Context: an optimization exercise on an open-source flow, tuned for small area. The choices shown serve that exercise and are no tape-out recipe.
Only simulation tests tie the RTL to the original design; equivalence was not proved.
Power is estimated from default activity; no workload was simulated.

==> flow/design.v <==
module cfv_rx_decoder #(
    parameter [7:0] START = 8'h7E,
    parameter [7:0] END   = 8'h7F,
    parameter [7:0] ESC   = 8'h7D,
    parameter [7:0] MASK  = 8'h20
) (
    input  wire       byte_valid,    
    input  wire [7:0] byte_in,
    input  wire       timeout,       
    input  wire [1:0] state,
    input  wire [2:0] cnt,
    input  wire       x_zero,        
    output reg  [1:0] state_n,
    output reg        begin_f,       
    output reg        take,          
    output reg        xor_en,        
    output wire [7:0] take_val,
    output reg        res_valid_n,   
    output reg  [1:0] res_n,
    output reg        frame_ok       
);
    localparam [1:0] S_IDLE = 2'd0, S_INFRAME = 2'd1, S_ESCAPED = 2'd2, S_CKSUM = 2'd3;
    localparam [1:0] R_NEEDMORE = 2'd0, R_OK = 2'd1, R_CORRUPT = 2'd2, R_TOOSHORT = 2'd3;
    wire is_start = (byte_in == START);
    wire is_end   = (byte_in == END);
    wire is_esc   = (byte_in == ESC);
    wire is_image = !is_start && !is_end &&
                    ((byte_in ^ MASK) == START || (byte_in ^ MASK) == END || (byte_in ^ MASK) == ESC);
    assign take_val = {byte_in[7:6], byte_in[5] ^ (state == S_ESCAPED), byte_in[4:0]};
    always @* begin
        state_n     = state;
        begin_f     = 1'b0;
        take        = 1'b0;
        xor_en      = 1'b0;
        res_valid_n = 1'b0;
        res_n       = R_NEEDMORE;
        frame_ok    = 1'b0;
        if (byte_valid) begin
            res_valid_n = 1'b1;
            case (state)
                S_IDLE: begin
                    if (is_start) begin
                        state_n = S_INFRAME;
                        begin_f = 1'b1;
                    end
                end
                S_INFRAME: begin
                    if (is_start) begin
                        begin_f = 1'b1;
                        res_n   = R_TOOSHORT;
                    end else if (is_end) begin
                        state_n = S_IDLE;
                        res_n   = R_TOOSHORT;
                    end else if (is_esc) begin
                        state_n = S_ESCAPED;
                    end else begin
                        take = 1'b1;
                    end
                end
                S_ESCAPED: begin
                    if (is_start) begin
                        state_n = S_INFRAME;
                        begin_f = 1'b1;
                        res_n   = R_TOOSHORT;
                    end else if (is_end) begin
                        state_n = S_IDLE;
                        res_n   = R_TOOSHORT;
                    end else if (is_image) begin
                        state_n = S_INFRAME;
                        take    = 1'b1;
                    end else begin
                        state_n = S_IDLE;
                        res_n   = R_CORRUPT;
                    end
                end
                default: begin  
                    if (!cnt[0]) begin
                        xor_en = 1'b1;
                    end else if (is_end) begin
                        state_n = S_IDLE;
                        if (x_zero) begin
                            res_n    = R_OK;
                            frame_ok = 1'b1;
                        end else begin
                            res_n = R_CORRUPT;
                        end
                    end else if (is_start) begin
                        state_n = S_INFRAME;
                        begin_f = 1'b1;
                        res_n   = R_TOOSHORT;
                    end else begin
                        state_n = S_IDLE;
                        res_n   = R_TOOSHORT;
                    end
                end
            endcase
            if (take) begin
                xor_en  = 1'b1;
                state_n = (cnt == 3'd5) ? S_CKSUM : S_INFRAME;
            end
        end else if (timeout && state != S_IDLE) begin
            state_n     = S_IDLE;
            res_valid_n = 1'b1;
            res_n       = R_TOOSHORT;
        end
    end
endmodule
module cfv_dispatch_table (
    input  wire       clk,
    input  wire       rst,
    input  wire       wr_en,       
    input  wire [7:0] addr,
    input  wire [1:0] wr_sel,
    output wire       rd_bound,
    output wire [1:0] rd_sel,
    output wire       estop_bound  
);
    wire [6:0] ga [0:63];
    wire [6:0] gb [0:15];
    wire [6:0] gc [0:3];
    reg [6:0]   gd;
    reg [2:0] ge;        
    localparam [6:0] EMPTY = 7'b0111100;
    wire in_a = (addr[7:6] != 2'd3);
    wire in_b = !in_a && (addr[5:4] != 2'd3);
    wire in_c = !in_a && !in_b && (addr[3:2] != 2'd3);
    wire in_d = !in_a && !in_b && !in_c && (addr[1:0] != 2'd3);
    wire in_e = (addr == 8'hFF);
    wire [63:0] sel_a;
    wire [15:0] sel_b;
    wire [3:0]  sel_c;
    wire        sel_d = in_d;
    wire        sel_e = in_e;
    genvar k;
    generate
        for (k = 0; k < 64; k = k + 1) begin : g_sa
            assign sel_a[k] = in_a && (addr[5:0] == k);
        end
        for (k = 0; k < 16; k = k + 1) begin : g_sb
            assign sel_b[k] = in_b && (addr[3:0] == k);
        end
        for (k = 0; k < 4; k = k + 1) begin : g_sc
            assign sel_c[k] = in_c && (addr[1:0] == k);
        end
    endgenerate
    reg [1:0] pos;
    reg [6:0] code;
    integer i;
    always @* begin
        pos = in_a ? addr[7:6] : in_b ? addr[5:4] : in_c ? addr[3:2] : in_d ? addr[1:0] : 2'd0;
        code = ({7{sel_d}} & gd) | ({7{sel_e}} & {3'b011, ge[2], ge});
        for (i = 0; i < 64; i = i + 1) code = code | ({7{sel_a[i]}} & ga[i]);
        for (i = 0; i < 16; i = i + 1) code = code | ({7{sel_b[i]}} & gb[i]);
        for (i = 0; i < 4; i = i + 1)  code = code | ({7{sel_c[i]}} & gc[i]);
    end
    wire       f  = code[6];
    wire [1:0] m  = code[5:4];
    wire [1:0] q  = code[3:2];
    wire [1:0] s0 = code[1:0];
    wire [1:0] s1 = code[3:2];
    wire [1:0] s2 = code[5:4];
    reg        bound;
    reg  [1:0] sel;
    always @* begin
        if (f) begin
            bound = 1'b1;
            sel   = (pos == 2'd0) ? s0 : (pos == 2'd1) ? s1 : s2;
        end else if (m != 2'd3) begin
            bound = (pos != m);
            sel   = (pos == 2'd0) ? s0 : (pos == 2'd1) ? s1 : (m == 2'd0) ? s0 : s1;
        end else begin
            bound = (pos == q);
            sel   = s0;
        end
    end
    assign rd_bound    = bound;
    assign rd_sel      = sel;
    assign estop_bound = !ge[2];
    wire [1:0] mm = 2'd3 - pos - q;    
    reg  [6:0] code_n;
    always @* begin
        if (m == 2'd3) begin
            if (q == 2'd3)
                code_n = {1'b0, 2'd3, pos, wr_sel};
            else
                code_n = {1'b0, mm,
                          (pos == 2'd1 || (pos == 2'd2 && mm == 2'd1)) ? wr_sel : s0,
                          (pos == 2'd0 || (pos == 2'd2 && mm == 2'd0)) ? wr_sel : s0};
        end else begin
            code_n = {1'b1,
                      (pos == 2'd2) ? wr_sel : (pos == 2'd0) ? s0 : s1,
                      (pos == 2'd1) ? wr_sel : s1,
                      (pos == 2'd0) ? wr_sel : s0};
        end
    end
    wire [6:0] wdata = rst ? EMPTY : code_n;
    generate
        for (k = 0; k < 64; k = k + 1) begin : g_a
            reg [6:0] q;
            always @(posedge clk)
                if (rst || (wr_en && sel_a[k])) q <= wdata;
            assign ga[k] = q;
        end
        for (k = 0; k < 16; k = k + 1) begin : g_b
            reg [6:0] q;
            always @(posedge clk)
                if (rst || (wr_en && sel_b[k])) q <= wdata;
            assign gb[k] = q;
        end
        for (k = 0; k < 4; k = k + 1) begin : g_c
            reg [6:0] q;
            always @(posedge clk)
                if (rst || (wr_en && sel_c[k])) q <= wdata;
            assign gc[k] = q;
        end
    endgenerate
    always @(posedge clk) begin
        if (rst || (wr_en && in_d)) gd <= wdata;
        if (rst || (wr_en && in_e)) ge <= wdata[2:0];
    end
endmodule
module cfv_tx_encoder #(
    parameter [7:0] START = 8'h7E,
    parameter [7:0] END   = 8'h7F,
    parameter [7:0] ESC   = 8'h7D,
    parameter [7:0] MASK  = 8'h20
) (
    input  wire [1:0] state,
    input  wire [2:0] cnt,
    input  wire [7:0] top,
    input  wire [7:0] x,
    output reg  [7:0] data,
    output reg        send_esc,    
    output reg        send_body,   
    output reg        last         
);
    wire special = (top == START) || (top == END) || (top == ESC);
    wire escaped = (state == 2'd2);
    always @* begin
        send_esc  = 1'b0;
        send_body = 1'b0;
        last      = 1'b0;
        if (cnt == 3'd7) begin
            if (state == 2'd3) begin
                data = END;
                last = 1'b1;
            end else begin
                data = START;
            end
        end else if (cnt == 3'd6) begin
            data = x;
        end else if (special && !escaped) begin
            data     = ESC;
            send_esc = 1'b1;
        end else begin
            data      = escaped ? (top ^ MASK) : top;
            send_body = 1'b1;
        end
    end
endmodule
module crc_frame_validator (
    input  wire        clk,
    input  wire        rst,         
    input  wire [7:0]  my_addr,     
    input  wire        reg_valid,   
    input  wire [7:0]  reg_id,
    input  wire [1:0]  reg_sel,
    input  wire        start,       
    input  wire        rx_valid,    
    input  wire [7:0]  rx_data,
    input  wire        rx_timeout,  
    output wire        tx_valid,
    output wire [7:0]  tx_data,
    input  wire        tx_ready,
    input  wire        cs_valid,    
    input  wire [31:0] cs_enc,
    input  wire        cs_limit,
    output wire [2:0]  ctl_state,
    output wire [1:0]  boot_err,
    output wire        outcome,
    output wire        rx_res_valid,
    output wire [1:0]  rx_result,
    output wire [47:0] rx_frame,
    output wire [31:0] goal
);
    localparam [2:0] C_REGISTERING = 3'd0, C_WAITING = 3'd1, C_DISPATCHING = 3'd2,
                     C_REPLYING = 3'd3, C_HALTED = 3'd4;
    localparam [1:0] E_NONE = 2'd0, E_DUPLICATE = 2'd1, E_MISSING_SAFE = 2'd2;
    localparam [1:0] H_SPIN = 2'd0, H_READ = 2'd1, H_ESTOP = 2'd2, H_PART = 2'd3;
    localparam       O_OK = 1'b0, O_UNKNOWN = 1'b1;
    reg  [2:0]  ctl;
    reg  [1:0]  boot_err_q;
    reg         last_outcome;
    reg  [31:0] board_goal;
    reg  [31:0] board_pos;
    reg         pos_set;       
    reg         inc_f;         
    reg  [1:0]  d_state;
    reg  [2:0]  d_cnt;
    reg  [47:0] d_buf;
    reg  [7:0]  d_x;
    reg         d_res_valid;
    reg  [1:0]  d_result;
    wire waiting     = (ctl == C_WAITING);
    wire dispatching = (ctl == C_DISPATCHING);
    wire replying    = (ctl == C_REPLYING);
    wire registering = (ctl == C_REGISTERING);
    assign ctl_state    = ctl;
    assign boot_err     = boot_err_q;
    assign outcome      = last_outcome;
    assign goal         = board_goal;
    assign rx_res_valid = d_res_valid;
    assign rx_result    = d_result;
    assign rx_frame     = d_buf;
    assign tx_valid     = replying;
    wire [1:0] rx_state_n, rx_res_n;
    wire [7:0] take_val;
    wire       rx_begin, rx_take, rx_xor, rx_res_valid_n, frame_ok;
    cfv_rx_decoder u_rx (
        .byte_valid  (waiting && rx_valid),
        .byte_in     (rx_data),
        .timeout     (waiting && rx_timeout),
        .state       (d_state),
        .cnt         (d_cnt),
        .x_zero      (d_x == 8'd0),
        .state_n     (rx_state_n),
        .begin_f     (rx_begin),
        .take        (rx_take),
        .xor_en      (rx_xor),
        .take_val    (take_val),
        .res_valid_n (rx_res_valid_n),
        .res_n       (rx_res_n),
        .frame_ok    (frame_ok)
    );
    wire accept = frame_ok && (d_buf[47:40] == my_addr);
    wire tx_payload = (d_cnt >= 3'd2) && (d_cnt <= 3'd5);
    wire tx_carry   = inc_f && tx_payload &&
                      (d_cnt >= 3'd5 || d_buf[39:32] == 8'hFF) &&
                      (d_cnt >= 3'd4 || d_buf[31:24] == 8'hFF) &&
                      (d_cnt >= 3'd3 || d_buf[23:16] == 8'hFF);
    wire [7:0] tx_top = d_buf[47:40] + {7'd0, tx_carry};
    wire tx_esc, tx_body, tx_last;
    cfv_tx_encoder u_tx (
        .state     (d_state),
        .cnt       (d_cnt),
        .top       (tx_top),
        .x         (d_x),
        .data      (tx_data),
        .send_esc  (tx_esc),
        .send_body (tx_body),
        .last      (tx_last)
    );
    wire tx_step = replying && tx_ready;
    wire       rd_bound, estop_bound;
    wire [1:0] rd_sel;
    wire       dt_wr = registering && reg_valid && !rd_bound;
    cfv_dispatch_table u_dt (
        .clk         (clk),
        .rst         (rst),
        .wr_en       (dt_wr),
        .addr        (ctl[1] ? d_buf[39:32] : reg_id),
        .wr_sel      (reg_sel),
        .rd_bound    (rd_bound),
        .rd_sel      (rd_sel),
        .estop_bound (estop_bound)
    );
    wire [7:0]  req_cmd     = d_buf[39:32];
    wire [31:0] req_payload = d_buf[31:0];
    wire        h_spin  = rd_bound && rd_sel == H_SPIN;
    wire        h_read  = rd_bound && rd_sel == H_READ;
    wire        h_estop = rd_bound && rd_sel == H_ESTOP;
    wire        h_part  = rd_bound && rd_sel == H_PART;
    wire        cmd10   = (req_cmd == 8'd10);
    wire       keep_payload = h_spin || (h_part && cmd10);
    reg [31:0] resp;       
    always @* begin
        if (h_read && pos_set)
            resp = board_pos;
        else if (h_part)
            resp = 32'd77;
        else
            resp = 32'd0;
    end
    wire resp_outcome = !rd_bound || (h_part && !cmd10);
    wire shift    = (rx_take) || (tx_step && tx_body);
    wire cnt_inc  = rx_xor || (tx_step && !tx_esc && !tx_last);
    wire loop_cs  = cs_valid && (waiting || dispatching || replying);
    always @(posedge clk) begin
        if (shift)
            d_buf <= {d_buf[39:0], take_val};
        else if (dispatching && !keep_payload)
            d_buf[31:0] <= resp;
        if (rx_begin)
            d_cnt <= 3'd0;
        else if (cnt_inc)
            d_cnt <= d_cnt + 3'd1;
        if (rx_begin)
            d_x <= 8'd0;
        else if (rx_xor || (tx_step && tx_body))
            d_x <= d_x ^ (replying ? tx_top : take_val);
        d_result <= rx_res_n;
        if (loop_cs)
            board_pos <= cs_enc;
        if (dispatching)
            inc_f <= h_part && cmd10;
        if (rst) begin
            ctl          <= C_REGISTERING;
            boot_err_q   <= E_NONE;
            last_outcome <= O_OK;
            board_goal   <= 32'd0;
            pos_set      <= 1'b0;
            d_state      <= 2'd0;
            d_res_valid  <= 1'b0;
        end else begin
            d_res_valid <= rx_res_valid_n;
            if (waiting)
                d_state <= rx_state_n;
            else if (tx_step)
                d_state <= tx_esc ? 2'd2 : (d_cnt == 3'd6) ? 2'd3 : 2'd0;
            case (ctl)
                C_REGISTERING: begin
                    if (reg_valid) begin
                        if (rd_bound) begin
                            ctl        <= C_HALTED;
                            boot_err_q <= E_DUPLICATE;
                        end
                    end else if (start) begin
                        if (estop_bound) begin
                            ctl <= C_WAITING;
                        end else begin
                            ctl        <= C_HALTED;
                            boot_err_q <= E_MISSING_SAFE;
                        end
                    end
                end
                C_WAITING: begin
                    if (accept)
                        ctl <= C_DISPATCHING;
                end
                C_DISPATCHING: begin
                    last_outcome <= resp_outcome;
                    ctl          <= C_REPLYING;
                end
                C_REPLYING: begin
                    if (tx_ready && tx_last)
                        ctl <= C_WAITING;
                end
                default: ;  
            endcase
            if (loop_cs && cs_limit)
                board_goal <= 32'd0;
            else if (dispatching && h_spin)
                board_goal <= req_payload;
            else if (dispatching && h_estop)
                board_goal <= 32'd0;
            if (loop_cs)
                pos_set <= 1'b1;
        end
    end
endmodule
==> flow/flow/run.sh <==
#!/bin/bash
# The standard layout (bash standard.sh, which runs the standard flow's own synthesis
# unchanged), with two options changed:
#  - port buffers are the smallest buffer cell (buf_1) instead of
#    clkdlybuf4s50_1;
#  - the clock tree uses clkbuf_16 in sink clusters of up to 30 and no
#    dummy loads.
# make's full output goes to flow.log; each ORFS step logs under orfs/logs/.
set -euo pipefail
export BUFFER_PORTS_ARGS="-buffer_cell sky130_fd_sc_hd__buf_1"
export CTS_ARGS="-sink_clustering_enable -repair_clock_nets -buf_list sky130_fd_sc_hd__clkbuf_16 -sink_clustering_size 30 -sink_clustering_max_diameter 80 -dont_use_dummy_load"
bash standard.sh > flow.log 2>&1
==> flow/standard.sh <==
#!/bin/bash
# synth_recipe.tcl (not shown) runs the flow's synth.tcl, then flattens the netlist and writes it again
# the make line also repeats each setting of config.mk as NAME=value (left out here)
make -C /OpenROAD-flow-scripts/flow DESIGN_CONFIG=/design/flow/config.mk WORK_HOME=/design/flow/orfs CLKGATE_MAP_FILE= SYNTH_SCRIPT=/design/flow/synth_recipe.tcl "${@:-finish}"
==> flow/config.mk <==
export PLATFORM = sky130hd
export DESIGN_NAME = crc_frame_validator
export DESIGN_NICKNAME = crc_frame_validator
export VERILOG_FILES = /design/flow/design.v
export SDC_FILE = /design/flow/constraint.sdc
export NUM_CORES = 4
export LEC_CHECK = 0
export CAP_MARGIN = 15
export CORE_MARGIN = 2
export CORE_UTILIZATION = 60
export PLACE_DENSITY = 0.75
export SLEW_MARGIN = 15
==> flow/constraint.sdc <==
create_clock -name core_clock -period 12.0 [get_ports {clk}]
set_input_delay 2.4000 -clock core_clock [delete_from_list [all_inputs] [get_ports {clk}]]
set_output_delay 2.4000 -clock core_clock [all_outputs]
set_load 0.01 [all_outputs]
==> flow_metrics.env, run 1 <==
export IMPL_outcome="timing/DRC/antenna clean"
export IMPL_synthCells=2067
export IMPL_slew_violations=0
export IMPL_design_area_um2=32900
export IMPL_place_hpwl_um=89000
export IMPL_synth_most_common_cell="edfxtp_1"
export IMPL_worst_pin_slew_ps=1370
export IMPL_synth_yosys_seq_area_share=0.703
export IMPL_drt_first_pass_iters=10
export IMPL_fin_crit_ps=9100
export IMPL_tns_ps=0
export IMPL_track_usage=0.478
export IMPL_clock_sinks=734
export IMPL_worst_path_max_delay_cell="a2111oi_0"
export IMPL_vdd_drop_max_mv=0.176
export IMPL_setup_ws_ps=2900
export IMPL_cts_setup_buffers=0
export IMPL_ys_flop_type="edfxtp_1"
export IMPL_synth_largest_area_cell="edfxtp_1"
export IMPL_critPathRequiredTime_ps=12280
export IMPL_cts_buffers=35
export IMPL_clk_pin_slew_ps=90
export IMPL_setup_violations_final=0
export IMPL_drc=0
export IMPL_grt_overflow=0
export IMPL_r2r_cells=17
export IMPL_vias=23032
export IMPL_ctsHoldBuffers=0
export IMPL_fmax_ghz=0.110
export IMPL_start_util=0.609
export IMPL_cts_tree="done"
export IMPL_cts_root_buf="clkbuf_16"
export IMPL_hold_viol=0
export IMPL_ant_nets=0
export IMPL_worst_setup_path_end_kind="flip-flop"
export IMPL_grt_pass1_wl_um=171000
export IMPL_gp_congestion=1.19
export IMPL_syn_avg_cell_area_um2=14.8
export IMPL_drtIter0Drc=4777
export IMPL_finalCritPeriodShare=0.758
export IMPL_clk_latency_ps=610
export IMPL_syn_nets=2147
export IMPL_hold_path_class="flip-flop to flip-flop"
export IMPL_cts_resized_gates=0
export IMPL_drive_gt1_frac=0.0979
export IMPL_start_kind="primary input"
export IMPL_timing_critical_path_mode_cell="buf_4"
export IMPL_synth_edf_count=679
export IMPL_grt_max_degree=86
export IMPL_grt_pass1_vias=20834
export IMPL_synth_top_cell_area_share=0.667
export IMPL_synth_commonest_cells="679 x edfxtp_1, 113 x nand3_1, 96 x a22o_1"
export IMPL_critPathBufInv=5
export IMPL_io_pins=165
export IMPL_antenna_found_initial=14
export IMPL_crit_fanout=48
export IMPL_intPower_mw=3.89
export IMPL_wirelength_um=127000
export IMPL_arrival_ps=9390
export IMPL_fillers=3549
export IMPL_die_height_um=230
export IMPL_port_buffers=164
export IMPL_yosysWarnings=4
export IMPL_power_frac_comb=0.119
export IMPL_clock_skew_ps=66.4
export IMPL_switching_share=0.273
export IMPL_critPathMaxStageDelay_ps=1120
export IMPL_synth_ff_latch_count=734
export IMPL_syn_cell_area_um2=30600
export IMPL_cts_buffer_depth=3
export IMPL_power_net_switching_mw=1.46
export IMPL_dp_slack_ps=2730
export IMPL_holdPathStages=1
export IMPL_cp_depth=18
export IMPL_maxCapViolations=0
export IMPL_power_leakage_nw=11.1
export IMPL_power_share_clock=0.242
export IMPL_synthTopCellsByArea="edfxtp_1 67%, dfxtp_1 3.6%, a22o_1 2.8%, a32oi_1 2.3%, a22oi_1 2.2%"
export IMPL_routedWlPerCell_um=44.2
export IMPL_area_delta_synth_final_pct=7.73
export IMPL_h_tree_depth=2
export IMPL_cp_top_family="simple AND/OR/NAND/NOR gates"
export IMPL_finalNetCount=2278
export IMPL_slew_headroom=0.0831
export IMPL_ys_async_sr_fraction=0
export IMPL_ys_types=96
export IMPL_core_um2=50200
export IMPL_seqPwrFrac=0.639
export IMPL_die_area_um2=52700
export IMPL_vias_per_cell=8.01
export IMPL_fp_row_count=82
export IMPL_power_density_nw_per_um2=162
export IMPL_path_cells="buf_1 -> or3_1 -> a211oi_2 -> buf_4 -> and2_0 -> a2111oi_0 -> nand3_1 -> or4_1 -> nor4_4 -> inv_2 -> ha_1 -> xnor2_1 -> o31ai_1 -> a21oi_1 -> nor2_1 -> a211oi_4 -> buf_4 -> buf_4"
export IMPL_critPathKind="primary input to flip-flop"
export IMPL_fp_dieW_um=230
export IMPL_postPlaceCellArea_um2=32000
export IMPL_rsz0062_at_grt="false"
[per-layer routing]
metal / GRT usage / part of all wire
met1: 0.594 / 0.32
met2: 0.695 / 0.42
met3: 0.179 / 0.16
met4: 0.335 / 0.096
met5: 0.00919 / 0.00089
[logic make-up after synthesis]
| family | share of synthesized area |
|---|---|
| adders and majority gates | 0.00532 |
| and+or+nand+nor | 0.107 |
| DFF | 0.703 |
| AOI/OAI and AO/OA | 0.147 |
| xor gates and xnor gates | 0.00774 |
| buffers and inverters | 0.0248 |
| muxes | 0.00455 |
[registers in the layout, summed over array words and instances, names as in the netlist, 2 cells and up]
| signal | flops |
|---|---|
| u_dt.ge | 3 |
| u_dt.g_c.q | 28 |
| u_dt.g_a.q | 448 |
| d_cnt | 3 |
| boot_err_q | 2 |
| u_dt.g_b.q | 112 |
| d_buf | 48 |
| d_x | 8 |
| board_goal | 32 |
| board_pos | 32 |
| d_state | 2 |
| d_result | 2 |
| ctl | 3 |
| u_dt.gd | 7 |
[stage by stage]
step           utilization  cells  hold WS, ps  total power, mW
3_5_place_dp         0.638   2833          463             4.05
4_1_cts              0.655   2868          489             5.26
2_1_floorplan            -   2067          455             3.66
5_1_grt              0.656   2869          502             5.41
6_report             0.656   2874          490             5.34
3_3_place_gp         0.638   2833          459             4.04
[worst paths after layout]
check	startpoint	endpoint	slack (ps)
hold / removal	board_goal[31]	board_goal[31]	490
setup reg to reg	d_buf[38]	u_dt.g_a[7].q[0]	3970
hold reg to reg	board_goal[31]	board_goal[31]	490
setup / recovery	reg_id[0]	u_dt.g_a[7].q[0]	2900
[cells in the final DEF, fill, tap and decap left out, types with 10 or more instances in the layout]
cell type,n
edfxtp_1,679
buf_1,163
nand3_1,113
a22o_1,96
a22oi_1,85
a32oi_1,79
nand2_1,74
buf_4,71
a21o_1,68
and3_1,64
dfxtp_1,55
nor2_1,54
nand4_1,52
nor3_1,39
clkbuf_16,35
a21oi_1,32
and2_1,24
o21ai_0,21
xor2_1,21
a31o_2,21
inv_1,20
a31oi_1,17
nor4_1,16
a211oi_1,15
nor3_2,13
ha_1,13
a32o_1,12
a221oi_1,11
and4_1,11
o211ai_1,11
a2111oi_0,10
[worst register-to-register path: cells and delay by family, from the launching register on]
kind | cells | cell delay, ps
AO/OA/AOI/OAI | 5 | 2090
adder cells (fa/ha/maj) | 1 | 240
buffers and inverters | 4 | 1580
XOR/XNOR | 1 | 290
AND/OR/NAND/NOR | 6 | 2880
flip-flops | 1 | 620
[final cells by class]
cell class | instances | area, um2 | share of cell area
Antenna cell | 6 | 15.0 | 0.000456
Inverter | 22 | 82.6 | 0.00251
Multi-Input combinational cell | 1170 | 8460 | 0.257
Clock buffer | 35 | 876 | 0.0266
Tap cell | 672 | 841 | 0.0255
Timing Repair Buffer | 235 | 1150 | 0.0350
Sequential cell | 734 | 21500 | 0.653
[power by group through the flow]
stage | Sequential [mW] | Clock, mW | Combinational (mW)
6_report | 3.41 | 1.29 | 0.637
4_1_cts | 3.39 | 1.27 | 0.601
3_3_place_gp | 3.44 | 0 | 0.592
5_1_grt | 3.41 | 1.35 | 0.641
2_1_floorplan | 3.34 | 0 | 0.322
3_5_place_dp | 3.45 | 0 | 0.601
==> run 2: changes to the inputs <==
==> flow/flow/run.sh (replaced) <==
#!/bin/bash
# The standard layout (bash standard.sh, which runs the standard flow's own synthesis
# unchanged), with two options changed:
#  - port buffers are the smallest buffer cell (buf_1) instead of
#    clkdlybuf4s50_1;
#  - the clock tree uses clkbuf_8 in sink clusters of up to 14 and no
#    dummy loads.
# make's full output goes to flow.log; each ORFS step logs under orfs/logs/.
set -euo pipefail
export BUFFER_PORTS_ARGS="-buffer_cell sky130_fd_sc_hd__buf_1"
export CTS_ARGS="-sink_clustering_enable -repair_clock_nets -buf_list sky130_fd_sc_hd__clkbuf_8 -sink_clustering_size 14 -sink_clustering_max_diameter 60 -dont_use_dummy_load"
bash standard.sh > flow.log 2>&1
==> flow_metrics.env, run 2 <==
export IMPL_outcome="timing/DRC/antenna clean"
export IMPL_drc=0
export IMPL_synthTopCellsByArea="edfxtp_1 67%, dfxtp_1 3.6%, a22o_1 2.8%, a32oi_1 2.3%, a22oi_1 2.2%"
export IMPL_clk_pin_slew_ps=90
export IMPL_slew_violations=0
export IMPL_crit_fanout=48
export IMPL_vdd_drop_max_mv=0.118
export IMPL_die_height_um=230
export IMPL_top_register="u_dt.g_a.q"
export IMPL_critPathMaxStageDelay_ps=1160
export IMPL_slew_headroom=0.0620
export IMPL_place_hpwl_um=89000
export IMPL_power_share_clock=0.235
export IMPL_fp_dieW_um=230
export IMPL_grt_pass1_vias=21042
export IMPL_worst_pin_slew_ps=1410
export IMPL_yosysWarnings=4
export IMPL_synthCells=2067
export IMPL_tns_ps=0
export IMPL_power_leakage_nw=11.1
export IMPL_layout_cells_most_common="edfxtp_1"
export IMPL_final_cell_mix="679 x edfxtp_1, 163 x buf_1, 113 x nand3_1"
export IMPL_hold_viol=0
export IMPL_cp_top_family="simple AND/OR/NAND/NOR gates"
export IMPL_synth_yosys_seq_area_share=0.703
export IMPL_h_tree_depth=2
export IMPL_worst_setup_path_end_kind="flip-flop"
export IMPL_wirelength_um=127000
export IMPL_area_delta_synth_final_pct=7.60
export IMPL_ctsHoldBuffers=0
export IMPL_power_frac_comb=0.120
export IMPL_drive_gt1_frac=0.108
export IMPL_seqCellArea_um2=21500
export IMPL_switching_share=0.280
export IMPL_path_cells="buf_1 -> or3_1 -> a211oi_2 -> buf_4 -> and2_0 -> a2111oi_0 -> nand3_1 -> or4_1 -> nor4_4 -> inv_2 -> ha_1 -> xnor2_1 -> o31ai_1 -> a21oi_1 -> nor2_1 -> a211oi_4 -> buf_4 -> buf_4"
export IMPL_syn_cell_area_um2=30600
export IMPL_synth_most_common_cell="edfxtp_1"
export IMPL_cts_buffer_depth=3
export IMPL_clock_sinks=734
export IMPL_synth_edf_count=679
export IMPL_design_area_um2=32900
export IMPL_syn_avg_cell_area_um2=14.8
export IMPL_grt_overflow=0
export IMPL_critPathKind="primary input to flip-flop"
export IMPL_hold_path_class="flip-flop to flip-flop"
export IMPL_setup_violations_final=0
export IMPL_track_usage=0.480
export IMPL_largest_register_ffs=448
export IMPL_power_density_nw_per_um2=161
export IMPL_synth_ff_latch_count=734
export IMPL_grt_pass1_wl_um=172000
export IMPL_critPathRequiredTime_ps=12420
export IMPL_start_util=0.609
export IMPL_drtIter0Drc=4445
export IMPL_cts_resized_gates=0
export IMPL_maxCapViolations=0
export IMPL_fp_row_count=82
export IMPL_core_um2=50200
export IMPL_arrival_ps=9470
export IMPL_postPlaceCellArea_um2=32000
export IMPL_cts_tree="done"
export IMPL_seqPwrFrac=0.645
export IMPL_synth_commonest_cells="679 x edfxtp_1, 113 x nand3_1, 96 x a22o_1"
export IMPL_antenna_found_initial=10
export IMPL_power_net_switching_mw=1.48
export IMPL_synth_top_cell_area_share=0.667
export IMPL_intPower_mw=3.81
export IMPL_reg_top3="u_dt.g_a.q x448, u_dt.g_b.q x112, d_buf x48"
export IMPL_multi_input_area_um2=8450
export IMPL_fillers=3559
export IMPL_finalCritPeriodShare=0.754
export IMPL_fin_crit_ps=9050
export IMPL_clk_latency_ps=750
export IMPL_io_pins=165
export IMPL_ys_types=96
export IMPL_cts_setup_buffers=0
export IMPL_finalNetCount=2305
export IMPL_drt_first_pass_iters=7
export IMPL_syn_nets=2147
export IMPL_start_kind="primary input"
export IMPL_worst_path_max_delay_cell="a2111oi_0"
export IMPL_timing_hold_ws_ps=491
export IMPL_timing_critical_path_mode_cell="buf_4"
export IMPL_routedWlPerCell_um=43.9
export IMPL_port_buffers=164
export IMPL_rsz0062_at_grt="false"
export IMPL_grt_max_degree=86
export IMPL_die_area_um2=52700
export IMPL_cts_root_buf="clkbuf_8"
export IMPL_clock_skew_ps=107
export IMPL_cts_buffers=61
export IMPL_ant_nets=0
export IMPL_ys_flop_type="edfxtp_1"
export IMPL_critPathBufInv=5
export IMPL_gp_congestion=1.19
export IMPL_vias=23159
export IMPL_fmax_ghz=0.111
export IMPL_ys_async_sr_fraction=0
export IMPL_vias_per_cell=7.99
export IMPL_synth_largest_area_cell="edfxtp_1"
## run 2: cell counts after synthesis
Identical to the previous run, type by type.
## run 2: power groups by stage
stage	Clock (mW)	Sequential (mW)	Combinational (mW)
5_1_grt	1.32	3.41	0.641
3_3_place_gp	0	3.44	0.592
4_1_cts	1.23	3.39	0.601
2_1_floorplan	0	3.34	0.322
6_report	1.24	3.42	0.635
3_5_place_dp	0	3.45	0.601
## run 2: layout make-up
cell class / count / area share
diodes: 4 / 0.000305
well taps: 672 / 0.0256
flip-flops and latches: 734 / 0.654
multi-input cells: 1170 / 0.257
clock buffers: 61 / 0.0255
repair buffers: 236 / 0.0352
inverters: 22 / 0.00251
## run 2: cells by family (layout without fill, tap and decap cells)
family / Yosys count / after routing / synth area share
and+or+nand+nor: 556 / 556 / 0.107
buffers and inverters: 163 / 319 / 0.0248
muxes: 13 / 13 / 0.00455
AOI/OAI and AO/OA: 561 / 561 / 0.147
other: 0 / 4 / 0
DFF: 734 / 734 / 0.703
xor gates and xnor gates: 27 / 27 / 0.00774
adders and majority gates: 13 / 13 / 0.00532
## run 2: metrics by stage
| stage | utilization | power [mW] | setup WS, ps | cells |
|---|---|---|---|---|
| 5_1_grt | 0.655 | 5.37 | 2960 | 2895 |
| 2_1_floorplan | - | 3.66 | 1930 | 2067 |
| 4_1_cts | 0.655 | 5.22 | 3410 | 2894 |
| 3_5_place_dp | 0.638 | 4.05 | 2730 | 2833 |
| 3_3_place_gp | 0.638 | 4.04 | 2750 | 2833 |
| 6_report | 0.655 | 5.29 | 2950 | 2899 |
## run 2: worst paths after layout
| check | from | to | slack [ps] | depth (start not counted) |
|---|---|---|---|---|
| worst max register to register | d_buf[38] | u_dt.g_a[43].q[0] | 3910 | 17 |
| worst min-delay path | board_goal[30] | board_goal[30] | 490 | 1 |
| worst max-delay path | reg_id[1] | u_dt.g_a[43].q[0] | 2950 | 18 |
| worst min register to register | board_goal[30] | board_goal[30] | 490 | 1 |
## run 2: per-layer routing
layer	part of all wire	GRT usage	wire length [um]	vias up
li1	-	-	-	8711
met1	0.32	0.597	40800	11384
met2	0.42	0.692	53600	2466
met3	0.16	0.183	20500	590
met4	0.097	0.342	12400	8
met5	0.00031	0	39	-
==> run 3: changes to the inputs <==
==> flow/flow/run.sh (replaced) <==
#!/bin/bash
# The standard layout (bash standard.sh, which runs the standard flow's own synthesis
# unchanged), with three options changed:
#  - port buffers are the smallest buffer cell (buf_1) instead of
#    clkdlybuf4s50_1;
#  - the clock tree uses clkbuf_8 in sink clusters of up to 14 and no
#    dummy loads;
#  - after global routing, gates on paths with slack are downsized
#    (ORFS's power recovery, RECOVER_POWER) to recover area.
# make's full output goes to flow.log; each ORFS step logs under orfs/logs/.
set -euo pipefail
export BUFFER_PORTS_ARGS="-buffer_cell sky130_fd_sc_hd__buf_1"
export CTS_ARGS="-sink_clustering_enable -repair_clock_nets -buf_list sky130_fd_sc_hd__clkbuf_8 -sink_clustering_size 14 -sink_clustering_max_diameter 60 -dont_use_dummy_load"
export RECOVER_POWER=100
bash standard.sh > flow.log 2>&1
==> flow_metrics.env, run 3 <==
export IMPL_syn_cell_area_um2=30600
export IMPL_setup_ws_ps=1280
export IMPL_synth_top_cell_area_share=0.667
export IMPL_synth_compound_area_share=0.147
export IMPL_so_faults="max-capacitance violations, max-slew violations"
export IMPL_cts_buffer_depth=3
export IMPL_critPathMaxStageDelay_ps=1530
export IMPL_clock_skew_ps=101
export IMPL_drtIter0Drc=4622
export IMPL_h_tree_depth=2
export IMPL_clk_pin_slew_ps=90
export IMPL_port_buffers=164
export IMPL_tns_ps=0
export IMPL_ys_flop_type="edfxtp_1"
export IMPL_critPathRequiredTime_ps=11960
export IMPL_grt_pass1_vias=21042
export IMPL_slew_headroom=-1.74
export IMPL_ys_types=96
export IMPL_grt_pass1_wl_um=172000
export IMPL_holdPathStages=1
export IMPL_ctsHoldBuffers=0
export IMPL_syn_nets=2147
export IMPL_fp_row_count=82
export IMPL_cts_tree="done"
export IMPL_start_kind="flip-flop"
export IMPL_crit_fanout=85
export IMPL_die_height_um=230
export IMPL_reg2reg_from="ctl[1]"
export IMPL_clock_sinks=734
export IMPL_path_cells="clkbuf_1 -> and3b_1 -> clkbuf_1 -> nor2_1 -> nor3_1 -> o2bb2ai_1 -> a2111oi_0 -> or4b_2 -> nor4_1 -> nor2_1 -> o21ai_0 -> nor2_1 -> a2111o_2 -> clkbuf_2"
export IMPL_vias_per_cell=8.00
export IMPL_place_hpwl_um=89000
export IMPL_wirelength_um=127000
export IMPL_worst_pin_slew_ps=4100
export IMPL_reg_top3="u_dt.g_a.q x448, u_dt.g_b.q x112, d_buf x48"
export IMPL_cts_resized_gates=0
export IMPL_multi_input_area_um2=8390
export IMPL_vdd_drop_max_mv=0.119
export IMPL_dp_slack_ps=2730
export IMPL_cts_buffers=61
export IMPL_cts_root_buf="clkbuf_8"
export IMPL_gp_congestion=1.19
export IMPL_outcome="failed layout checks"
export IMPL_power_leakage_nw=11.0
export IMPL_rsz0062_at_grt="false"
export IMPL_ant_nets=0
export IMPL_hold_viol=0
export IMPL_synth_ff_latch_count=734
export IMPL_postPlaceCellArea_um2=32000
export IMPL_clk_latency_ps=750
export IMPL_yosysWarnings=4
export IMPL_drt_first_pass_iters=8
export IMPL_seqCellArea_um2=21500
export IMPL_r2r_cells=14
export IMPL_synth_largest_area_cell="edfxtp_1"
export IMPL_yosys_area_share_simple=0.107
export IMPL_io_pins=165
export IMPL_fin_crit_ps=10720
export IMPL_power_density_nw_per_um2=161
export IMPL_slew_violations=499
export IMPL_synth_commonest_cells="679 x edfxtp_1, 113 x nand3_1, 96 x a22o_1"
export IMPL_syn_avg_cell_area_um2=14.8
export IMPL_fp_dieW_um=230
export IMPL_drc=0
export IMPL_routedWlPerCell_um=43.9
export IMPL_synth_top_family_by_area="compound AO/OA/AOI/OAI gates"
export IMPL_antenna_found_initial=10
export IMPL_fmax_ghz=0.0933
export IMPL_ys_async_sr_fraction=0
export IMPL_layout_cells_most_common="edfxtp_1"
export IMPL_area_delta_synth_final_pct=7.33
export IMPL_synthCells=2067
export IMPL_finalNetCount=2305
export IMPL_grt_overflow=0
export IMPL_cp_endpoint="u_dt.g_a[23].q[3]"
export IMPL_reg2reg_slack_ps=1280
export IMPL_arrival_ps=10680
export IMPL_grt_max_degree=86
export IMPL_setup_violations_final=0
export IMPL_synth_edf_count=679
export IMPL_cts_setup_buffers=0
export IMPL_synth_yosys_seq_area_share=0.703
export IMPL_hold_path_class="flip-flop to flip-flop"
export IMPL_synth_xor_area_frac=0.00774
export IMPL_fillers=3578
export IMPL_final_cell_count_no_fill=2901
export IMPL_start_util=0.609
export IMPL_reg2reg_to="u_dt.g_a[23].q[3]"
export IMPL_critPathKind="flip-flop to flip-flop"
export IMPL_synth_most_common_cell="edfxtp_1"
export IMPL_largest_register_ffs=448
export IMPL_placedCellCount=2833
export IMPL_maxCapViolations=11
export IMPL_worst_path_max_delay_cell="nor4_1"
export IMPL_synthMuxAreaShare=0.00455
export IMPL_startpoint="ctl[1]"
export IMPL_die_area_um2=52700
export IMPL_worst_setup_path_end_kind="flip-flop"
export IMPL_finalCritPeriodShare=0.894
export IMPL_synth_fa_ha_area_frac=0.00532
export IMPL_vias=23201
export IMPL_final_cell_mix="679 x edfxtp_1, 163 x buf_1, 113 x nand3_1"
export IMPL_drive_gt1_frac=0.0927
export IMPL_track_usage=0.480
export IMPL_core_um2=50200
export IMPL_timing_critical_path_mode_cell="nor2_1"
export IMPL_design_area_um2=32800
export IMPL_top_register="u_dt.g_a.q"
export IMPL_synthTopCellsByArea="edfxtp_1 67%, dfxtp_1 3.6%, a22o_1 2.8%, a32oi_1 2.3%, a22oi_1 2.2%"
run 3: cell count changes in the layout (fill, tap and decap cells not counted), moves of 5 or more:
cell	previous run	this run
and2_0	7	12
buf_4	71	64
a31o_1	0	20
clkbuf_1	0	6
and2_1	24	19
a31o_2	21	1
run 3: where the power goes:
group,switching [mW],total [mW],internal (mW)
Clock,0.793,1.24,0.451
Combinational,0.502,0.627,0.125
Sequential,0.186,3.42,3.24
run 3: worst min-delay path by stage:
stage	end	start	slack, ps
final	board_goal[30]	board_goal[30]	490
after global routing	board_goal[18]	board_goal[18]	500
after CTS	board_goal[18]	board_goal[18]	490
after detailed placement	board_goal[31]	board_goal[31]	460
after global placement	boot_err_q[1]	boot_err_q[1]	460
after floorplan	pos_set	pos_set	450
run 3: metal layers:
layer,part of all wire,track usage,vias to the layer above
met2,0.42,0.692,2570
met4,0.099,0.342,10
met5,0.00074,0,-
met1,0.32,0.597,11272
li1,-,-,8719
met3,0.16,0.183,630
run 3: cells by family after synthesis:
| kind of cell | after synthesis |
|---|---|
| compound gates | 561 |
| xor+xnor | 27 |
| fa+ha+maj | 13 |
| buf+inv | 163 |
| flops | 734 |
| mux | 13 |
| simple gates | 556 |
run 3: layout make-up:
| type | count | share of cell area |
|---|---|---|
| Inverter | 22 | 0.00252 |
| Antenna cell | 6 | 0.000458 |
| Tap cell | 672 | 0.0256 |
| Timing Repair Buffer | 236 | 0.0345 |
| Sequential cell | 734 | 0.655 |
| Clock buffer | 61 | 0.0256 |
| Multi-Input combinational cell | 1170 | 0.256 |
run 3: critical path, delay by kind of cell, from the launching register on:
family / cells / cell delay, ps
flip-flops: 1 / 330
AND/OR/NAND/NOR: 7 / 4220
buffers and inverters: 3 / 3040
AO/OA/AOI/OAI: 4 / 2220
run 3: metrics by stage:
stage | hold slack (ps) | utilization | power (mW)
CTS | 488 | 0.655 | 5.22
detailed placement | 463 | 0.638 | 4.05
floorplan | 455 | - | 3.66
global route | 498 | 0.653 | 5.37
finish | 490 | 0.654 | 5.29
global placement | 459 | 0.638 | 4.04
==> run 4: changes to the inputs <==
==> flow/flow/run.sh (replaced) <==
#!/bin/bash
# The standard layout (bash standard.sh, which runs the standard flow's own synthesis
# unchanged), with two options changed:
#  - port buffers are the smallest buffer cell (buf_1) instead of
#    clkdlybuf4s50_1;
#  - the clock tree uses clkbuf_8 in sink clusters of up to 18 and no
#    dummy loads.
# make's full output goes to flow.log; each ORFS step logs under orfs/logs/.
set -euo pipefail
export BUFFER_PORTS_ARGS="-buffer_cell sky130_fd_sc_hd__buf_1"
export CTS_ARGS="-sink_clustering_enable -repair_clock_nets -buf_list sky130_fd_sc_hd__clkbuf_8 -sink_clustering_size 18 -sink_clustering_max_diameter 60 -dont_use_dummy_load"
bash standard.sh > flow.log 2>&1
--- a/flow/config.mk
+++ b/flow/config.mk
@@ -5,8 +5,8 @@
 export SDC_FILE = /design/flow/constraint.sdc
 export NUM_CORES = 4
 export LEC_CHECK = 0
-export CAP_MARGIN = 15
+export CAP_MARGIN = 10
 export CORE_MARGIN = 2
 export CORE_UTILIZATION = 60
 export PLACE_DENSITY = 0.75
-export SLEW_MARGIN = 15
+export SLEW_MARGIN = 10
==> flow_metrics.env, run 4 <==
export IMPL_worst_pin_slew_ps=1360
export IMPL_fin_crit_ps=9010
export IMPL_clk_pin_slew_ps=100
export IMPL_critPathRequiredTime_ps=12380
export IMPL_tns_ps=0
export IMPL_die_height_um=230
export IMPL_ys_async_sr_fraction=0
export IMPL_top_register="u_dt.g_a.q"
export IMPL_critPathBufInv=5
export IMPL_critPathMaxStageDelay_ps=1140
export IMPL_port_buffers=164
export IMPL_vias=23155
export IMPL_place_hpwl_um=89000
export IMPL_crit_fanout=48
export IMPL_ys_flop_type="edfxtp_1"
export IMPL_track_usage=0.478
export IMPL_rsz0062_at_grt="false"
export IMPL_cts_buffer_depth=3
export IMPL_fin_util=0.653
export IMPL_syn_avg_cell_area_um2=14.8
export IMPL_drtIter0Drc=4702
export IMPL_cp_endpoint="u_dt.g_a[44].q[0]"
export IMPL_start_util=0.609
export IMPL_wirelength_um=127000
export IMPL_antenna_found_initial=14
export IMPL_power_leakage_nw=11.0
export IMPL_syn_cell_area_um2=30600
export IMPL_synth_edf_count=679
export IMPL_clk_latency_ps=720
export IMPL_cts_setup_buffers=0
export IMPL_core_um2=50200
export IMPL_drt_first_pass_iters=9
export IMPL_grt_pass1_vias=20935
export IMPL_drive_gt1_frac=0.104
export IMPL_ctsHoldBuffers=0
export IMPL_hold_viol=0
export IMPL_cp_depth=18
export IMPL_grt_overflow=0
export IMPL_final_cell_mix="679 x edfxtp_1, 163 x buf_1, 113 x nand3_1"
export IMPL_cp_top_family="simple AND/OR/NAND/NOR gates"
export IMPL_outcome="timing/DRC/antenna clean"
export IMPL_arrival_ps=9390
export IMPL_synth_yosys_seq_area_share=0.703
export IMPL_synth_ff_latch_count=734
export IMPL_synth_largest_area_cell="edfxtp_1"
export IMPL_yosys_area_share_simple=0.107
export IMPL_slew_violations=0
export IMPL_finalCritPeriodShare=0.751
export IMPL_worst_path_max_delay_cell="a2111oi_0"
export IMPL_synth_compound_area_share=0.147
export IMPL_fp_dieW_um=230
export IMPL_yosysWarnings=4
export IMPL_layout_cells_most_common="edfxtp_1"
export IMPL_synth_xor_area_frac=0.00774
export IMPL_vias_per_cell=8.00
export IMPL_synth_fa_ha_area_frac=0.00532
export IMPL_synth_most_common_cell="edfxtp_1"
export IMPL_gp_congestion=1.19
export IMPL_slew_headroom=0.0903
export IMPL_vdd_drop_max_mv=0.131
export IMPL_r2r_cells=17
export IMPL_maxCapViolations=0
export IMPL_clock_sinks=734
export IMPL_setup_violations_final=0
export IMPL_critPathKind="primary input to flip-flop"
export IMPL_clock_skew_ps=115
export IMPL_synth_commonest_cells="679 x edfxtp_1, 113 x nand3_1, 96 x a22o_1"
export IMPL_syn_nets=2147
export IMPL_cts_root_buf="clkbuf_8"
export IMPL_reg2reg_from="d_buf[38]"
export IMPL_synth_top_cell_area_share=0.667
export IMPL_finalNetCount=2295
export IMPL_grt_pass1_wl_um=172000
export IMPL_synthMuxAreaShare=0.00455
export IMPL_routedWlPerCell_um=43.9
export IMPL_power_density_nw_per_um2=159
export IMPL_area_delta_synth_final_pct=7.20
export IMPL_ys_types=96
export IMPL_synthTopCellsByArea="edfxtp_1 67%, dfxtp_1 3.6%, a22o_1 2.8%, a32oi_1 2.3%, a22oi_1 2.2%"
export IMPL_cts_resized_gates=0
export IMPL_start_kind="primary input"
export IMPL_hold_path_class="flip-flop to flip-flop"
export IMPL_h_tree_depth=2
export IMPL_cts_buffers=52
export IMPL_io_pins=165
export IMPL_grt_max_degree=86
export IMPL_startpoint="reg_id[1]"
export IMPL_reg2reg_slack_ps=3920
export IMPL_timing_critical_path_mode_cell="buf_4"
export IMPL_synthCells=2067
export IMPL_ant_nets=0
export IMPL_drc=0
export IMPL_fp_row_count=82
export IMPL_largest_register_ffs=448
export IMPL_synth_top_family_by_area="compound AO/OA/AOI/OAI gates"
export IMPL_worst_setup_path_end_kind="flip-flop"
export IMPL_reg2reg_to="u_dt.g_a[44].q[0]"
export IMPL_reg_top3="u_dt.g_a.q x448, u_dt.g_b.q x112, d_buf x48"
export IMPL_path_cells="buf_1 -> or3_1 -> a211oi_2 -> buf_4 -> and2_0 -> a2111oi_0 -> nand3_1 -> or4_1 -> nor4_4 -> inv_2 -> ha_1 -> xnor2_1 -> o31ai_1 -> a21oi_1 -> nor2_1 -> a211oi_4 -> buf_4 -> buf_4"
export IMPL_cts_tree="done"
export IMPL_die_area_um2=52700
export IMPL_fmax_ghz=0.111
==> run 4: cell counts after synthesis <==
Identical to the previous run, type by type.
==> run 4: worst min path at each step <==
stage | cells past startpoint | to | slack [ps] | from
after CTS | 1 | board_goal[31] | 490 | board_goal[31]
after global placement | 2 | boot_err_q[1] | 460 | boot_err_q[1]
after floorplan | 2 | pos_set | 450 | pos_set
after detailed placement | 1 | board_goal[31] | 470 | board_goal[31]
final | 1 | board_goal[31] | 490 | board_goal[31]
after global routing | 1 | board_goal[18] | 500 | board_goal[18]
==> run 4: per-layer routing <==
layer | vias up | global-route usage | share of wire
met1 | 11368 | 0.596 | 0.33
met5 | - | 0 | 0.00058
met2 | 2476 | 0.691 | 0.42
met3 | 593 | 0.181 | 0.16
li1 | 8708 | - | -
met4 | 10 | 0.339 | 0.096
==> run 4: stage by stage <==
stage               setup WS [ps]  cell area, um2  power [mW]  hold WS, ps  std cells
floorplan                    1930           30600        3.66          455       2067
global placement             2750           32000        4.04          459       2833
detailed placement           2740           32000        4.05          465       2833
CTS                          3410           32700        5.13          488       2885
global route                 2990           32700        5.28          501       2886
finish                       2990           32800        5.20          492       2893
==> run 4: kinds of logic (layout without fill, tap and decap cells) <==
| group | count (synthesis) | after routing |
|---|---|---|
| compound gates | 561 | 561 |
| xor+xnor | 27 | 27 |
| fa+ha+maj | 13 | 13 |
| buf+inv | 163 | 309 |
| flops | 734 | 734 |
| mux | 13 | 13 |
| other cells | 0 | 8 |
| simple gates | 556 | 556 |
==> run 4: final cells by class <==
type / instances / area (um2)
repair buffers: 235 / 1150
diodes: 8 / 20.0
flip-flops and latches: 734 / 21500
inverters: 22 / 82.6
fillers: 3615 / 17400
clock buffers: 52 / 716
multi-input cells: 1170 / 8450
well taps: 672 / 841
==> run 4: power breakdown <==
group          internal, mW  switching, mW
Combinational         0.128          0.507
Clock                 0.388          0.759
Sequential             3.23          0.186
Total                  3.75           1.45
==> run 5: changes to the inputs <==
--- a/flow/config.mk
+++ b/flow/config.mk
@@ -5,8 +5,8 @@
 export SDC_FILE = /design/flow/constraint.sdc
 export NUM_CORES = 4
 export LEC_CHECK = 0
-export CAP_MARGIN = 10
+export CAP_MARGIN = 15
 export CORE_MARGIN = 2
 export CORE_UTILIZATION = 60
 export PLACE_DENSITY = 0.75
-export SLEW_MARGIN = 10
+export SLEW_MARGIN = 15
==> flow_metrics.env, run 5 <==
export IMPL_outcome="timing/DRC/antenna clean"
export IMPL_fmax_ghz=0.112
export IMPL_critPathRequiredTime_ps=12380
export IMPL_fp_dieW_um=230
export IMPL_power_density_nw_per_um2=158
export IMPL_place_hpwl_um=89000
export IMPL_core_um2=50200
export IMPL_ctsHoldBuffers=0
export IMPL_start_util=0.609
export IMPL_synth_top_cell_area_share=0.667
export IMPL_gp_congestion=1.19
export IMPL_yosys_area_share_simple=0.107
export IMPL_clk_pin_slew_ps=90
export IMPL_rsz0062_at_grt="false"
export IMPL_arrival_ps=9350
export IMPL_intPower_mw=3.75
export IMPL_synth_fa_ha_area_frac=0.00532
export IMPL_synth_most_common_cell="edfxtp_1"
export IMPL_top_register="u_dt.g_a.q"
export IMPL_ys_flop_type="edfxtp_1"
export IMPL_power_leakage_nw=11.0
export IMPL_worst_pin_slew_ps=1360
export IMPL_synth_yosys_seq_area_share=0.703
export IMPL_p_total_mw=5.19
export IMPL_synthCells=2067
export IMPL_largest_register_ffs=448
export IMPL_switching_share=0.279
export IMPL_synth_edf_count=679
export IMPL_setup_ws_ps=3030
export IMPL_use_met3=0.182
export IMPL_final_cell_mix="679 x edfxtp_1, 163 x buf_1, 113 x nand3_1"
export IMPL_layout_cells_most_common="edfxtp_1"
export IMPL_yosysWarnings=4
export IMPL_cts_resized_gates=0
export IMPL_finalCritPeriodShare=0.747
export IMPL_slew_headroom=0.0877
export IMPL_busiest_layer="met2"
export IMPL_syn_cell_area_um2=30600
export IMPL_met2_usage=0.687
export IMPL_wirelength_um=126000
export IMPL_cts_tree="done"
export IMPL_worst_setup_path_end_kind="flip-flop"
export IMPL_cts_buffer_depth=3
export IMPL_cts_setup_buffers=0
export IMPL_reg_top3="u_dt.g_a.q x448, u_dt.g_b.q x112, d_buf x48"
export IMPL_fin_crit_ps=8970
export IMPL_multi_input_area_um2=8460
export IMPL_grt_pass1_wl_um=171000
export IMPL_critPathKind="primary input to flip-flop"
export IMPL_vias_per_cell=7.99
export IMPL_ant_nets=0
export IMPL_vdd_drop_max_mv=0.129
export IMPL_power_share_clock=0.221
export IMPL_dp_slack_ps=2730
export IMPL_synth_xor_area_frac=0.00774
export IMPL_fp_row_count=82
export IMPL_port_buffers=164
export IMPL_ys_types=96
export IMPL_track_usage=0.478
export IMPL_synth_largest_area_cell="edfxtp_1"
export IMPL_power_frac_comb=0.122
export IMPL_area_delta_synth_final_pct=7.27
export IMPL_antenna_found_initial=15
export IMPL_power_net_switching_mw=1.45
export IMPL_syn_avg_cell_area_um2=14.8
export IMPL_tns_ps=0
export IMPL_clock_skew_ps=89.3
export IMPL_drc=0
export IMPL_cts_root_buf="clkbuf_8"
export IMPL_synth_ff_latch_count=734
export IMPL_clock_sinks=734
export IMPL_finalNetCount=2295
export IMPL_slew_violations=0
export IMPL_hold_viol=0
export IMPL_drtIter0Drc=4515
export IMPL_synth_compound_area_share=0.147
export IMPL_fillers=3595
export IMPL_ys_async_sr_fraction=0
export IMPL_io_pins=165
export IMPL_crit_fanout=48
export IMPL_grt_util_met1=0.595
export IMPL_die_height_um=230
export IMPL_grt_pass1_vias=20901
export IMPL_start_kind="primary input"
export IMPL_setup_violations_final=0
export IMPL_synth_top_family_by_area="compound AO/OA/AOI/OAI gates"
export IMPL_die_area_um2=52700
export IMPL_cts_buffers=52
export IMPL_seqPwrFrac=0.657
export IMPL_seqCellArea_um2=21500
export IMPL_routedWlPerCell_um=43.5
export IMPL_synth_commonest_cells="679 x edfxtp_1, 113 x nand3_1, 96 x a22o_1"
export IMPL_clk_latency_ps=720
export IMPL_drive_gt1_frac=0.105
export IMPL_grt_overflow=0
export IMPL_maxCapViolations=0
export IMPL_drt_first_pass_iters=8
export IMPL_hold_path_class="flip-flop to flip-flop"
export IMPL_synthTopCellsByArea="edfxtp_1 67%, dfxtp_1 3.6%, a22o_1 2.8%, a32oi_1 2.3%, a22oi_1 2.2%"
export IMPL_grt_max_degree=86
export IMPL_synthMuxAreaShare=0.00455
export IMPL_syn_nets=2147
export IMPL_h_tree_depth=2
export IMPL_vias=23168
run 5: changes by cell type in the layout (fill, tap and decap cells not counted), sizes merged:
cell,change
diode,+6
run 5: critical path, cell delays in order:
cell and delay (ps):
buf_1 390, or3_1 340, a211oi_2 110, buf_4 270
and2_0 420, a2111oi_0 1100, nand3_1 250, or4_1 700
nor4_4 450, inv_2 120, ha_1 240, xnor2_1 290
o31ai_1 130, a21oi_1 530, nor2_1 150, a211oi_4 230
buf_4 530, buf_4 620
run 5: cell families (layout without fill, tap and decap cells):
group / count (synthesis) / in the layout
and+or+nand+nor: 556 / 556
AOI/OAI and AO/OA: 561 / 561
buffers and inverters: 163 / 309
DFF: 734 / 734
other: 0 / 14
adders and majority gates: 13 / 13
xor gates and xnor gates: 27 / 27
muxes: 13 / 13
run 5: final timing paths:
kind | from | end | slack (ps) | depth (start not counted)
max | reg_id[1] | u_dt.g_a[2].q[0] | 3030 | 18
min | board_goal[31] | board_goal[31] | 490 | 1
min reg2reg | board_goal[31] | board_goal[31] | 490 | 1
max reg2reg | d_buf[38] | u_dt.g_a[2].q[0] | 3980 | 17
run 5: metal layers:
| layer | wire, um | part of all wire |
|---|---|---|
| met3 | 19600 | 0.16 |
| met5 | 37 | 0.00029 |
| met4 | 12000 | 0.096 |
| met1 | 40900 | 0.32 |
| met2 | 53500 | 0.42 |
run 5: area by class of cell:
class / count / area share
diodes: 14 / 0.00107
clock buffers: 52 / 0.0218
inverters: 22 / 0.00252
multi-input cells: 1170 / 0.258
flip-flops and latches: 734 / 0.656
well taps: 672 / 0.0257
repair buffers: 235 / 0.0352
run 5: power by group through the flow:
stage	Clock, mW	Sequential (mW)	Combinational [mW]
6_report	1.15	3.41	0.633
5_1_grt	1.22	3.41	0.641
4_1_cts	1.14	3.39	0.601
3_5_place_dp	0	3.45	0.601
3_3_place_gp	0	3.44	0.592
2_1_floorplan	0	3.34	0.322
run 5: per-stage QoR:
stage | hold WS [ps] | cell area (um2) | util | instances
detailed placement | 463 | 32000 | 0.638 | 2833
global placement | 459 | 32000 | 0.638 | 2833
floorplan | 455 | 30600 | - | 2067
CTS | 488 | 32700 | 0.652 | 2885
global route | 502 | 32700 | 0.653 | 2887
finish | 490 | 32800 | 0.653 | 2899

-- what the ideal ports hide --
No port has a modelled driver above. Below, the same layouts with a new extraction and two added sets of constraints. Step 1 assumes that a clkbuf_16 drives the clock port and a buf_2 every other input. Step 2 adds t to the input delays and takes it off the output delays; t is the mean of the earliest and latest rising clock arrival at the registers after step 1. Input paths then give back, and output paths get back, about the clock's delay inside the block. Three values: ideal, step 1, step 2; two values: the first two.
run	shift t [ns]	slack for setup (ns)	worst hold slack (ns)
run 1	0.639	2.898 / 2.892 / 2.254	0.490 / 0.490 / 0.490
run 2	0.759	2.950 / 2.943 / 2.184	0.491 / 0.491 / 0.491
run 3	0.760	1.278 / 1.278 / 0.584	0.490 / 0.490 / 0.490
run 4	0.722	2.991 / 2.981 / 2.260	0.492 / 0.492 / 0.492
run 5	0.740	3.033 / 3.027 / 2.287	0.490 / 0.490 / 0.490
For run 2, which loses most, drivers alone change the setup slack by -0.007 ns; drivers and shift together by -0.766 ns.
